What follows belongs to an exercise in optimizing a design on an open flow for small area, a short achievable clock period and few clock cycles per item; a production flow would make more cautious choices. The RTL was checked by simulation tests, not by an equivalence proof against the original design. Power is estimated from default activity; no workload was simulated.

## run 1
// phase_accumulator
module phase_accumulator #(
    parameter integer CONV_KP = 2,    
    parameter integer CONV_KF = 6     
) (
    input  wire        clk,
    input  wire        rst,           
    input  wire        tick_valid,
    output wire        tick_ready,
    input  wire        cmd_valid,
    output wire        cmd_ready,
    input  wire [7:0]  cmd_op,
    input  wire [31:0] cmd_arg,
    output reg         rsp_valid,
    output reg         rsp_err,
    output reg  [31:0] rsp_data
);
    localparam [3:0] K_ZERO  = 4'd0;
    localparam [3:0] K_VALUE = 4'd1;
    localparam [3:0] K_CNT   = 4'd2;
    localparam [3:0] K_INC   = 4'd3;
    localparam [3:0] K_HALF  = 4'd4;
    localparam [3:0] K_ERR   = 4'd5;
    localparam [3:0] K_MINF  = 4'd8;    
    localparam [3:0] K_MAXF  = 4'd9;
    localparam [3:0] K_MINP  = 4'd10;
    localparam [3:0] K_MAXP  = 4'd11;
    reg [23:0] cnt;
    reg [23:0] inc;
    reg [2:0]  sel;
    reg        crdy;
    reg        trdy;
    assign cmd_ready  = crdy;
    assign tick_ready = trdy;
    wire cfire = cmd_valid & crdy;
    wire tfire = tick_valid & trdy;
    reg       d_set_inc, d_set_cnt, d_tick, d_rst_ph, d_set_wave, d_conv;
    reg [3:0] d_kind;
    always @(*) begin
        d_set_inc = 1'b0; d_set_cnt = 1'b0; d_tick = 1'b0; d_rst_ph = 1'b0;
        d_set_wave = 1'b0; d_conv = 1'b0;
        d_kind = K_ZERO;
        case (cmd_op)
            8'h01: d_set_inc  = 1'b1;
            8'h02: d_kind     = K_INC;
            8'h03: d_set_cnt  = 1'b1;
            8'h04: d_kind     = K_CNT;
            8'h05: d_tick     = 1'b1;
            8'h06: d_rst_ph   = 1'b1;
            8'h07: d_kind     = K_HALF;
            8'h10: d_kind     = K_VALUE;
            8'h11: d_set_wave = 1'b1;
            8'h20, 8'h21, 8'h22, 8'h23: d_conv = 1'b1;
            8'h24: d_kind     = K_MINF;
            8'h25: d_kind     = K_MAXF;
            8'h26: d_kind     = K_MINP;
            8'h27: d_kind     = K_MAXP;
            default: d_kind   = K_ERR;
        endcase
    end
    wire        cv_last, cv_fin, cv_fin_set;
    wire [23:0] cv_result;
    pa_fconv #(.KP(CONV_KP), .KF(CONV_KF)) u_fconv (
        .clk       (clk),
        .rst       (rst),
  ...
For scale: roughly 210 flip-flops, ~80 I/O pins, about 24000 µm² of cells after synthesis.
export LEC_CHECK = 0
export CAP_MARGIN = 20
export CORE_MARGIN = 2
export CORE_UTILIZATION = 30
export PLACE_DENSITY = 0.5
export SETUP_SLACK_MARGIN = 5
export SLEW_MARGIN = 20
export SYNTH_MEMORY_MAX_BITS = 32768
create_clock -name core_clock -period 12.0 [get_ports {clk}]
standard.sh (not shown) runs the stock make flow with config.mk's settings and CLKGATE_MAP_FILE= SYNTH_SCRIPT=/design/flow/synth_recipe.tcl, a recipe that flattens the netlist after the stock synthesis.
==> flow/flow/run.sh <==
#!/bin/bash
set -euo pipefail
bash standard.sh SETUP_SLACK_MARGIN=7 finish > standard_flow.log 2>&1
Testbench counts of run 1, summed over its fixed seeds: cycles 35,512, cmds 24,000.
Input-level comparison between run 2 and run 1:
diff --git a/flow/design.v b/flow/design.v
--- a/flow/design.v
+++ b/flow/design.v
@@ -1109,44 +1109,45 @@
             if (fy >= 9'd375)      begin fr[f+1] = fy - 9'd375; fq[f+1] = {fq[f][NQ-3:0], 2'd3}; end
             else if (fy >= 9'd250) begin fr[f+1] = fy - 9'd250; fq[f+1] = {fq[f][NQ-3:0], 2'd2}; end
             else if (fy >= 9'd125) begin fr[f+1] = fy - 9'd125; fq[f+1] = {fq[f][NQ-3:0], 2'd1}; end
             else                   begin fr[f+1] = fy[6:0];     fq[f+1] = {fq[f][NQ-3:0], 2'd0}; end
         end
     end
     always @(posedge clk) begin
         if (rst) begin
             it  <= 1'b0;
             fin <= 1'b0;
         end else begin
             fin <= 1'b0;
-            if (start) begin
-                sp      <= s_sp;
-                sp_max  <= s_max;
-                fin_set <= is_set;
-                per     <= is_period;
-                cyc     <= s_sp ? 5'd1 : s_cyc;
-                it      <= 1'b1;
-                den     <= f_m;
-                rem     <= x_s[46:24];
-                nq      <= x_q[NQ-1:0];
-            end else if (it) begin
-                rem <= per ? pr[KP2] : {17'd0, fr[KF2]};
-                nq  <= per ? pq[KP2] : fq[KF2];
-                cyc <= cyc - 5'd1;
-                if (cyc == 5'd1) begin
-                    it  <= 1'b0;
-                    fin <= 1'b1;
-                end
+            if (!it)
+                it <= start;
+            else if (cyc == 5'd1) begin
+                it  <= 1'b0;
+                fin <= 1'b1;
             end
         end
+        if (!it) begin
+            sp      <= s_sp;
+            sp_max  <= s_max;
+            fin_set <= is_set;
+            per     <= is_period;
+            cyc     <= s_sp ? 5'd1 : s_cyc;
+            den     <= f_m;
+            rem     <= x_s[46:24];
+            nq      <= x_q[NQ-1:0];
+        end else begin
+            rem <= per ? pr[KP2] : {17'd0, fr[KF2]};
+            nq  <= per ? pq[KP2] : fq[KF2];
+            cyc <= cyc - 5'd1;
+        end
     end
     wire [23:0] q = nq[23:0];
     assign result = sp ? (sp_max ? 24'h800000 : 24'd1) :
                     (q[23] & |q[22:0]) ? 24'h800000 :
                     (q == 24'd0) ? 24'd1 : q;
 endmodule
 module phase_accumulator #(
     parameter integer CONV_KP = 2,    
     parameter integer CONV_KF = 6     
 ) (
     input  wire        clk,
     input  wire        rst,           
@@ -1211,52 +1212,56 @@
         .start     (cfire & d_conv),
         .is_period (cmd_op[0]),
         .is_set    (cmd_op[1]),
         .arg       (cmd_arg),
         .last      (cv_last),
         .fin       (cv_fin),
         .fin_set   (cv_fin_set),
         .result    (cv_result)
     );
     wire        cv_wr   = cv_fin & cv_fin_set;
     wire [23:0] inc_eff = cv_wr ? cv_result : inc;
     wire [23:0] sum1 = cnt + inc_eff;
-    wire [23:0] sum2 = cnt + {inc_eff[22:0], 1'b0};
     wire        c_tick = cfire & d_tick;
+    wire        dbl = tfire & c_tick;
+    reg         pend;
     always @(posedge clk) begin
         if (rst) begin
             cnt  <= 24'd0;
             inc  <= 24'd0;
             sel  <= 3'd0;
             crdy <= 1'b1;
             trdy <= 1'b1;
+            pend <= 1'b0;
         end else begin
+            pend <= dbl;
             if (cfire & d_set_cnt)
                 cnt <= cmd_arg[23:0];
             else if (cfire & d_rst_ph)
                 cnt <= 24'd0;
-            else if (tfire & c_tick)
-                cnt <= sum2;
-            else if (tfire | c_tick)
+            else if (tfire | c_tick | pend)
                 cnt <= sum1;
             if (cfire & d_set_inc)
                 inc <= cmd_arg[23:0];
             else if (cv_wr)
                 inc <= cv_result;
             if (cfire & d_set_wave)
                 sel <= (cmd_arg <= 32'd6) ? cmd_arg[2:0] : 3'd0;
             if (cfire & d_conv) begin
                 crdy <= 1'b0;
                 trdy <= !cmd_op[1];
-            end else if (cv_last) begin
+            end else if (dbl) begin
+                crdy <= 1'b0;
+                trdy <= 1'b0;
+            end else if (cv_last | pend) begin
                 crdy <= 1'b1;
                 trdy <= 1'b1;
             end
         end
     end
     reg        r0_v;
     reg [3:0]  r0_k;
     reg        p1_v;
     reg        p1_val;
     reg        p1_err;
     reg [31:0] p1_d;
     wire [7:0]  w_low;
Notes after the runs:
- Changes observed in run 2 relative to run 1: power went up by about 37%, clock skew went down by 7.6 ps, share of flip-flops with an asynchronous set or reset was more or less identical.
- Run 2 against run 1: share of total power in the clock network lost 12 points; sequential share of layout area went down by 0.27 points; final-layout worst hold slack about even.
- Relative to run 1, the number of non-filler instances in the completed layout measured on run 2 has decreased by a few percent.
- Looking only at final critical-path setup slack, and setting everything else aside, the higher value of run 1 and run 2 goes to run 2.
- Setup slack of the worst register-to-register path (lower): run 1
- Routed wire length in run 2 is about 7% below run 1.
Testbench counts of run 2, summed over its fixed seeds: cycles 35,587, cmds 24,000.

[static timing again, ports no longer ideal]
The results above use ideal ports. As a check the final layouts listed here were re-extracted and re-timed, cells and wires unchanged. Step 1 (the two cells are an assumption about what drives the block):
set clk [get_ports {clk}]
set_driving_cell -lib_cell sky130_fd_sc_hd__clkbuf_16 $clk
set_driving_cell -lib_cell sky130_fd_sc_hd__buf_2 [delete_from_list [all_inputs] $clk]
Step 2 also shifts input and output timing later by t, the mid clock arrival at the registers, as if the neighbouring blocks saw the same clock. Slacks: ideal ports / drivers / drivers and shift; pairs: ideal ports / drivers.
run	t, ns	slack for setup (ns)	clock arrival spread, ns	worst register clock-pin slew, ns
run 1	0.654	6.586 / 6.586 / 6.492	0.040 / 0.040	0.07 / 0.07
run 2	0.615	6.737 / 6.737 / 6.469	0.030 / 0.030	0.07 / 0.07
After both steps every run listed still meets setup and hold. For run 2, which loses most, drivers alone change the setup slack by 0.000 ns; drivers and shift together by -0.268 ns.
